Context: an optimization exercise on an open-source flow, tuned for small area, a short achievable clock period and few clock cycles. The choices shown serve that exercise and are no tape-out recipe. Function was checked by simulation only, so behaviour that the tests miss may differ from the original. No activity file was given, so power comes from the tool's default toggle rates.

`flow/design.v`:
```
module muisti_core #(
    parameter integer  CAP            = 64,     
    parameter integer  REG_CAP        = 8,      
    parameter integer  Q_CAP          = 8,      
    parameter [31:0]   TIMEOUT        = 32'd5000,
    parameter [31:0]   FLUSH_INTERVAL = 32'd1000
) (
    input  wire        clk,
    input  wire        rst,
    input  wire        cmd_valid,
    output wire        cmd_ready,
    input  wire [9:0]  cmd,
    input  wire [31:0] now,
    output reg         ev_valid,
    output reg  [1:0]  ev_kind,        
    output reg  [7:0]  ev_code,        
    output reg  [95:0] ev_tag,         
    output reg  [7:0]  ev_ant,
    output reg  [31:0] ev_strength,    
    output wire        stop_ack_valid,
    output wire        stop_ack_ok,
    output wire        assembling
);
    localparam [7:0] S0 = 8'hA5, S1 = 8'h5A, E0 = 8'h0D, E1 = 8'h0A;
    localparam [7:0] OP_TAG_SEEN = 8'h83, OP_STOP_ACK = 8'h8D;
    localparam [7:0] W_ASM_OVERFLOW = 8'd1, W_ASM_RESYNC = 8'd2,
                     W_REJ_START = 8'd3, W_REJ_END = 8'd4,
                     W_REJ_LENGTH = 8'd5, W_REJ_CHECKSUM = 8'd6,
                     W_REG_FULL = 8'd7, W_QUEUE_FULL = 8'd8;
    localparam [1:0] EV_WARN = 2'd0, EV_SEEN = 2'd1, EV_GONE = 2'd2;
    localparam integer CW = $clog2(CAP + 1);       
    localparam integer RW = $clog2(REG_CAP + 1);   
    localparam integer QW = $clog2(Q_CAP + 1);     
    localparam [3:0] ST_IDLE  = 4'd0,
                     ST_VAL   = 4'd1,    
                     ST_XOR   = 4'd2,    
                     ST_OBS   = 4'd3,    
                     ST_ENQ   = 4'd4,    
                     ST_DRAIN = 4'd5,
                     ST_SWEEP = 4'd6;
    reg [7:0]    fbuf [0:CAP-1];
    reg [CW-1:0] cursor;
    reg          asm_q;
    reg [7:0]    prev;
    reg [CW-1:0] frame_len;
    reg          sa_valid, sa_ok;
    reg [31:0]   last_flush;
    reg [95:0]   reg_tag  [0:REG_CAP-1];
    reg [7:0]    reg_ant  [0:REG_CAP-1];
    reg [31:0]   reg_seen [0:REG_CAP-1];
    reg [RW-1:0] reg_len;
    reg [95:0]   q_tag [0:Q_CAP-1];
    reg [7:0]    q_ant [0:Q_CAP-1];
    reg [31:0]   q_str [0:Q_CAP-1];
    reg [QW-1:0] q_len;
    reg [3:0]    state;
    reg [31:0]   now_q;        
    reg [CW-1:0] idx;          
    reg [CW-1:0] ck_idx;       
    reg [7:0]    acc;          
    reg [RW-1:0] rd;           
    reg [RW-1:0] wr;           
    assign cmd_ready      = (state == ST_IDLE);
    assign stop_ack_valid = sa_valid;
    assign stop_ack_ok    = sa_ok;
    assign assembling     = asm_q;
    wire       accept   = cmd_valid && cmd_ready;
    wire [1:0] op       = cmd[9:8];
    wire [7:0] b        = cmd[7:0];
    wire       do_reset = rst || (accept && op == 2'b00);
    wire       do_byte  = accept && op == 2'b01;
    wire       do_check = accept && op == 2'b10;
    wire is_start = (prev == S0) && (b == S1);
    wire is_end   = asm_q && (prev == E0) && (b == E1);
    wire [31:0] flush_age = now - last_flush;
    wire [15:0] data_len  = {fbuf[2], fbuf[3]};
    wire [16:0] ck_pos    = {1'b0, data_len} - 17'd3;    
    wire        start_ok  = (fbuf[0] == S0) && (fbuf[1] == S1);
    wire        end_ok    = (fbuf[frame_len - 2] == E0) && (fbuf[frame_len - 1] == E1);
    wire        len_ok    = (data_len >= 16'd3) && (ck_pos < {{(17-CW){1'b0}}, frame_len});
    wire [95:0] dec_tag   = {fbuf[7],  fbuf[8],  fbuf[9],  fbuf[10], fbuf[11], fbuf[12],
                             fbuf[13], fbuf[14], fbuf[15], fbuf[16], fbuf[17], fbuf[18]};
    wire [15:0] dec_rssi  = {fbuf[19], fbuf[20]};
    wire [7:0]  dec_ant   = fbuf[21];
    wire [15:0] dec_mag   = ~dec_rssi + 16'd1;
    wire [31:0] dec_str5  = 32'sd800 - {16'd0, dec_mag};
    wire        obs_hit   = (reg_tag[rd] == dec_tag) && (reg_ant[rd] == dec_ant);
    wire        enq_hit   = (q_tag[rd] == dec_tag) && (q_ant[rd] == dec_ant);
    wire [31:0] sweep_age = now_q - reg_seen[rd];
    integer i;
    always @(posedge clk) begin
        ev_valid <= 1'b0;
        if (do_reset) begin
            for (i = 0; i < CAP; i = i + 1)
                fbuf[i] <= 8'h00;
            cursor     <= {CW{1'b0}};
            asm_q      <= 1'b0;
            prev       <= 8'h00;
            frame_len  <= {CW{1'b0}};
            sa_valid   <= 1'b0;
            sa_ok      <= 1'b0;
            last_flush <= 32'd0;
            reg_len    <= {RW{1'b0}};
            q_len      <= {QW{1'b0}};
            state      <= ST_IDLE;
        end else begin
            case (state)
            ST_IDLE: begin
                if (do_byte) begin
                    prev <= b;
                    if (is_start) begin
                        if (asm_q) begin
                            ev_valid <= 1'b1;
                            ev_kind  <= EV_WARN;
                            ev_code  <= W_ASM_RESYNC;
                        end
                        fbuf[0] <= S0;
                        fbuf[1] <= S1;
                        cursor  <= 2;
                        asm_q   <= 1'b1;
                    end else if (is_end) begin
                        if (cursor <= CAP - 1) begin
                            fbuf[cursor] <= E1;
                            frame_len    <= cursor + 1'b1;
                            cursor       <= {CW{1'b0}};
                            asm_q        <= 1'b0;
                            now_q        <= now;
                            state        <= ST_VAL;
                        end else begin
                            cursor   <= CAP - 3;
                            ev_valid <= 1'b1;
                            ev_kind  <= EV_WARN;
                            ev_code  <= W_ASM_OVERFLOW;
                        end
                    end else if (asm_q) begin
                        if (cursor >= CAP) begin
                            fbuf[CAP-3] <= b;
                            cursor      <= CAP - 2;
                            ev_valid    <= 1'b1;
                            ev_kind     <= EV_WARN;
                            ev_code     <= W_ASM_OVERFLOW;
                        end else begin
                            fbuf[cursor] <= b;
                            cursor       <= cursor + 1'b1;
                        end
                    end
                end else if (do_check) begin
                    if (flush_age >= FLUSH_INTERVAL) begin
                        now_q      <= now;
                        last_flush <= now;
                        rd         <= {RW{1'b0}};
                        state      <= ST_DRAIN;
                    end
                end
            end
            ST_VAL: begin
                if (!start_ok) begin
                    ev_valid <= 1'b1;
                    ev_kind  <= EV_WARN;
                    ev_code  <= W_REJ_START;
                    state    <= ST_IDLE;
                end else if (!end_ok) begin
                    ev_valid <= 1'b1;
                    ev_kind  <= EV_WARN;
                    ev_code  <= W_REJ_END;
                    state    <= ST_IDLE;
                end else if (!len_ok) begin
                    ev_valid <= 1'b1;
                    ev_kind  <= EV_WARN;
                    ev_code  <= W_REJ_LENGTH;
                    state    <= ST_IDLE;
                end else begin
                    ck_idx <= ck_pos[CW-1:0];
                    idx    <= 2;
                    acc    <= 8'h00;
                    state  <= ST_XOR;
                end
            end
            ST_XOR: begin
                if (idx < ck_idx) begin
                    acc <= acc ^ fbuf[idx];
                    idx <= idx + 1'b1;
                end else if (acc != fbuf[ck_idx]) begin
                    ev_valid <= 1'b1;
                    ev_kind  <= EV_WARN;
                    ev_code  <= W_REJ_CHECKSUM;
                    state    <= ST_IDLE;
                end else if (fbuf[4] == OP_TAG_SEEN) begin
                    rd    <= {RW{1'b0}};
                    state <= ST_OBS;
                end else begin
                    if (fbuf[4] == OP_STOP_ACK) begin
                        sa_valid <= 1'b1;
                        sa_ok    <= (fbuf[5] == 8'h01);
                    end
                    state <= ST_IDLE;
                end
            end
            ST_OBS: begin
                if (rd < reg_len) begin
                    if (obs_hit) begin
                        reg_seen[rd] <= now_q;
                        rd           <= {RW{1'b0}};
                        state        <= ST_ENQ;
                    end else begin
                        rd <= rd + 1'b1;
                    end
                end else begin
                    if (reg_len < REG_CAP) begin
                        reg_tag[reg_len]  <= dec_tag;
                        reg_ant[reg_len]  <= dec_ant;
                        reg_seen[reg_len] <= now_q;
                        reg_len           <= reg_len + 1'b1;
                    end else begin
                        ev_valid <= 1'b1;
                        ev_kind  <= EV_WARN;
                        ev_code  <= W_REG_FULL;
                    end
                    rd    <= {RW{1'b0}};
                    state <= ST_ENQ;
                end
            end
            ST_ENQ: begin
                if (rd < q_len) begin
                    if (enq_hit) begin
                        q_str[rd] <= dec_str5;
                        state     <= ST_IDLE;
                    end else begin
                        rd <= rd + 1'b1;
                    end
                end else begin
                    if (q_len < Q_CAP) begin
                        q_tag[q_len] <= dec_tag;
                        q_ant[q_len] <= dec_ant;
                        q_str[q_len] <= dec_str5;
                        q_len        <= q_len + 1'b1;
                    end else begin
                        ev_valid <= 1'b1;
                        ev_kind  <= EV_WARN;
                        ev_code  <= W_QUEUE_FULL;
                    end
                    state <= ST_IDLE;
                end
            end
            ST_DRAIN: begin
                if (rd < q_len) begin
                    ev_valid    <= 1'b1;
                    ev_kind     <= EV_SEEN;
                    ev_tag      <= q_tag[rd];
                    ev_ant      <= q_ant[rd];
                    ev_strength <= q_str[rd];
                    rd          <= rd + 1'b1;
                end else begin
                    q_len <= {QW{1'b0}};
                    rd    <= {RW{1'b0}};
                    wr    <= {RW{1'b0}};
                    state <= ST_SWEEP;
                end
            end
            ST_SWEEP: begin
                if (rd < reg_len) begin
                    if (sweep_age > TIMEOUT) begin
                        ev_valid    <= 1'b1;
                        ev_kind     <= EV_GONE;
                        ev_tag      <= reg_tag[rd];
                        ev_ant      <= reg_ant[rd];
                        ev_strength <= 32'd0;
                    end else begin
                        reg_tag[wr]  <= reg_tag[rd];
                        reg_ant[wr]  <= reg_ant[rd];
                        reg_seen[wr] <= reg_seen[rd];
                        wr           <= wr + 1'b1;
                    end
                    rd <= rd + 1'b1;
                end else begin
                    reg_len <= wr;
                    state   <= ST_IDLE;
                end
            end
            default: state <= ST_IDLE;
            endcase
        end
    end
endmodule
```
`flow/run.sh`:
```
#!/bin/bash
# synth_recipe.tcl (not shown) runs the flow's synth.tcl, then flattens the netlist and writes it again
# the make line also repeats each setting of config.mk as NAME=value (left out here)
make -C /OpenROAD-flow-scripts/flow DESIGN_CONFIG=/design/flow/config.mk WORK_HOME=/design/flow/orfs CLKGATE_MAP_FILE= SYNTH_SCRIPT=/design/flow/synth_recipe.tcl finish
```
`flow/config.mk`:
```
export PLATFORM = sky130hd
export DESIGN_NAME = muisti_core
export DESIGN_NICKNAME = muisti_core
export VERILOG_FILES = /design/flow/design.v
export SDC_FILE = /design/flow/constraint.sdc
export NUM_CORES = 4
export LEC_CHECK = 0
export CAP_MARGIN = 20
export CORE_MARGIN = 2
export CORE_UTILIZATION = 40
export PLACE_DENSITY = 0.6
export SLEW_MARGIN = 20
```
`flow/constraint.sdc`:
```
create_clock -name core_clock -period 10.0 [get_ports {clk}]
set_input_delay 2.0000 -clock core_clock [delete_from_list [all_inputs] [get_ports {clk}]]
set_output_delay 2.0000 -clock core_clock [all_outputs]
set_load 0.01 [all_outputs]
```
==> out/metrics.cfg <==
[final_layout]
multi_input_area_mm2 = 0.0419
fillers = 27602
layout.nets = 8395
mostFrequentLayoutCells = 2757 x edfxtp_1, 852 x nor2_1, 757 x mux4_2
final_common_cell = edfxtp_1
area_growth_pct = 13.4
drive_above_1_share_pct = 20.0
stdcell_area_mm2 = 0.146
register_area_mm2 = 0.0845

[global_route]
grt_max_degree = 113
grt_usage_pct = 24.8
grt_overflow = 0
antenna_found_initial = 24
grt_pass1_vias = 75581
grt_pass1_wl_um = 578000

[synth]
synth-seq-cells = 2841
async_reset_ff_share_pct = 0
ys_seq_area_share_pct = 65.7
syn_inst = 8059
ys.flop_type = edfxtp_1
synth_area_per_cell_um2 = 16.0
synth_edf_count = 2757
synth_cell_type_count = 93
syn_area_mm2 = 0.129
ys_warn_count = 1

[status]
status = complete, no violations

[placed_design]
port-buffer-count = 191
post_dp_cell_area_mm2 = 0.136
place_ws_ns = 2.08
gp_congestion = 0.967
dp_hpwl_um = 271000

[clock_network]
htreeDepth = 5
cts-root-buf = clkbuf_16
clk_latency_ns = 0.95
hold_buffers = 0
clk_pin_slew_ns = 0.06
post-cts-setup-buffers = 0
cts_tree = yes
cts_buffer_depth = 4
numClockSinks = 2841
ctsResizeCount = 0
cts_buffers = 303

[timing]
rsz0062_at_grt = false
period_needed_ns = 7.80
setup_viol = 0
slew_headroom_pct = 18.4
final_max_slew_viol_count = 0
setup_slack_ns = 2.20
hold_violations = 0
fmaxAchievable_ghz = 0.128
worstMarginPinSlew_ns = 1.21
clock_skew_ns = 0.0601
period_share_pct = 78.0

[worst_hold_path]
hp-start = prev[0]
min_to = prev[0]
hold_path.class = reg2reg
min_path_cells = 2

[floorplanning]
initial_utilization_pct = 40.1
die_x_um = 571
num_rows = 208
core_area_mm2 = 0.321
io_pins = 196
die_h_um = 571
die_area_mm2 = 0.326

[pwr]
intPower_uw = 21600
p_seq_share_pct = 46.5
power_switching_uw = 8210
pwr-share-clk_pct = 37.1
netSwitchingFraction_pct = 27.6
p_leak_uw = 0.0481
pwr-share-comb_pct = 16.5
power_density_mw_per_mm2 = 204
ir_drop_mv = 0.166

[drt]
drt_iter0_markers = 10887
route.detailed.drc = 0
viasPerCell = 6.10
wl_um = 412000
vias = 78006
wl_per_cell_um = 32.2
firstDrtPassIters = 8
ant_nets = 0

[critical_path]
worstSetupStartpointType = flip-flop
path_max_fanout = 48
setup.worst_path.class = reg2reg
worst-r2r-cell-count = 14
slowest_delay_ns = 0.96
crit_chain = buf_12 > buf_4 > mux4_2 > mux2_2 > xor2_1 > nor4_1 > nand4_1 > nor4_1 > nand4_1 > nor4_1 > a21oi_1 > o21a_1 > nor2_4 > buf_4
required_ns = 10.61
r2r_setup_slack_ns = 2.20
end_kind = flip-flop
crit_top_cell = nor4_1
r2r_end = reg_seen[7][23]
worst_path_max_delay_cell = nor4_1
arrival_ns = 8.41

[run]
drv_cap = 0

layout make-up:
class / instances / area share [%]
antenna: 3 / 0.00515
clock buffer: 370 / 5.43
clock inverter: 170 / 1.16
inverter: 136 / 0.355
multi-input combinational: 4551 / 28.7
sequential: 2841 / 57.9
tap: 4305 / 3.69
timing repair buffer: 422 / 2.75
worst max-delay path by stage:
stage | end | slack, ns | depth (start not counted)
3_3_place_gp | reg_seen[7][1] | 1.87 | 14
6_report | reg_seen[7][23] | 2.20 | 14
5_1_grt | reg_seen[7][23] | 1.71 | 14
2_1_floorplan | reg_ant[1][0] | -2.15 | 23
4_1_cts | reg_seen[7][23] | 2.01 | 14
3_5_place_dp | reg_seen[7][27] | 2.08 | 14
synthesized netlist by cell type, drive strengths merged (16+ instances only):
library cell  instances  area share (%)
nor3                112            0.44
clkbuf              314            0.92
mux2i               361             2.8
o221ai               16            0.11
nor2b                34            0.17
buf                 220            0.79
nand4                86            0.42
a211oi               32            0.19
a21oi               251            0.99
edfxtp             2757              64
a21o                 28            0.16
o211ai               28            0.16
nor3b                30            0.18
dfxtp                84             1.3
xor2                146            0.99
nor4                 98            0.48
a22oi                56            0.33
nand4b               21            0.14
mux4                757              13
inv                 133            0.39
nor2                874             2.6
nand2b               36            0.18
o21ai               149            0.58
and3                 20           0.097
and2                 19           0.092
o21a                 17           0.099
o22ai                27            0.13
a31oi                25            0.12
or3                  23            0.11
nor4bb               33            0.26
xnor2               156             1.1
nand2               473             1.4
nand3                89            0.35
ha                   93            0.90
nor4b                27            0.18
mux2                191             1.7
per-layer routing:
layer,part of all wire [%],GRT usage [%]
met5,0.029,0
met4,4.5,9.63
met3,10,5.39
met2,47,39.1
met1,39,33.5
worst max-delay path, delay by kind of cell (launching register included):
kind | cells | cell delay [ns]
buffers and inverters | 3 | 1.47
flip-flops | 1 | 0.86
XOR/XNOR | 1 | 0.16
AO/OA/AOI/OAI | 2 | 0.38
multiplexers | 2 | 0.91
AND/OR/NAND/NOR | 6 | 3.54
flip-flops by register name, indices dropped and copies added (netlist names), 8 cells and up, named ones only:
register / flops
reg_tag: 768
q_str: 136
acc: 8
fbuf: 512
now_q: 32
q_tag: 768
q_ant: 64
prev: 8
reg_ant: 64
ev_strength: 17
ev_ant: 8
ev_tag: 96
reg_seen: 256
last_flush: 32
through the flow:
stage | std cells | hold slack [ns] | power [uW] | util, % | TNS (ns)
final | 12798 | 0.454 | 29800 | 45.5 | 0
after global routing | 12796 | 0.472 | 30600 | 45.5 | 0
after CTS | 12795 | 0.454 | 29900 | 45.5 | 0
after detailed placement | 12255 | 0.446 | 18900 | 42.5 | 0
after global placement | 12255 | 0.438 | 18900 | 42.5 | 0
after floorplan | 8062 | 0.431 | 17000 | - | -892.48
cell families (layout without fill, tap and decap cells):
family,count (synthesis),after routing,share of synthesized area [%]
AO/OA/AOI/OAI,807,807,4.10
buffers and inverters,670,1098,2.11
XOR/XNOR,302,302,2.06
AND/OR/NAND/NOR,2034,2034,7.39
adder cells (fa/ha/maj),95,95,0.936
flip-flops,2841,2841,65.7
multiplexers,1309,1309,17.7
other,1,7,0.00292
power by group through the flow:
stage	registers [uW]	logic (uW)	clock network, uW
after floorplan	13900	3110	0
after global placement	14100	4840	0
after detailed placement	14100	4860	0
after CTS	13800	4880	11200
after global routing	13900	5150	11600
final	13800	4900	11000
Testbench counts, summed over its fixed seeds: cycles 76,570.

-- afterwards: timing with drivers on the ports --
In the flow no input, the clock included, has a driving cell. The finished layout below was timed again as built, in two steps. Step 1: set_driving_cell puts a clkbuf_16 on clk and a buf_2 on each other input, an assumption about the parent block. Step 2 moves the port delays by t, midway between the first and last clock arrival at a register: inputs arrive t later, outputs are due t later. That takes back most of the time a late clock gives input paths. Three values: no drivers, after step 1, after step 2; two values: the first two.
t, ns: 1.015
setup slack, ns: 2.200 / 2.200 / 2.200
slew at the worst register clock pin (ns): 0.07 / 0.07
worst slew at a driven data input, ns: 0.06
pins driven straight from the clock port: 1
After both steps setup and hold are still met in this run. The setup slack of this run moves by 0.000 ns with the drivers and by 0.000 ns with both steps.
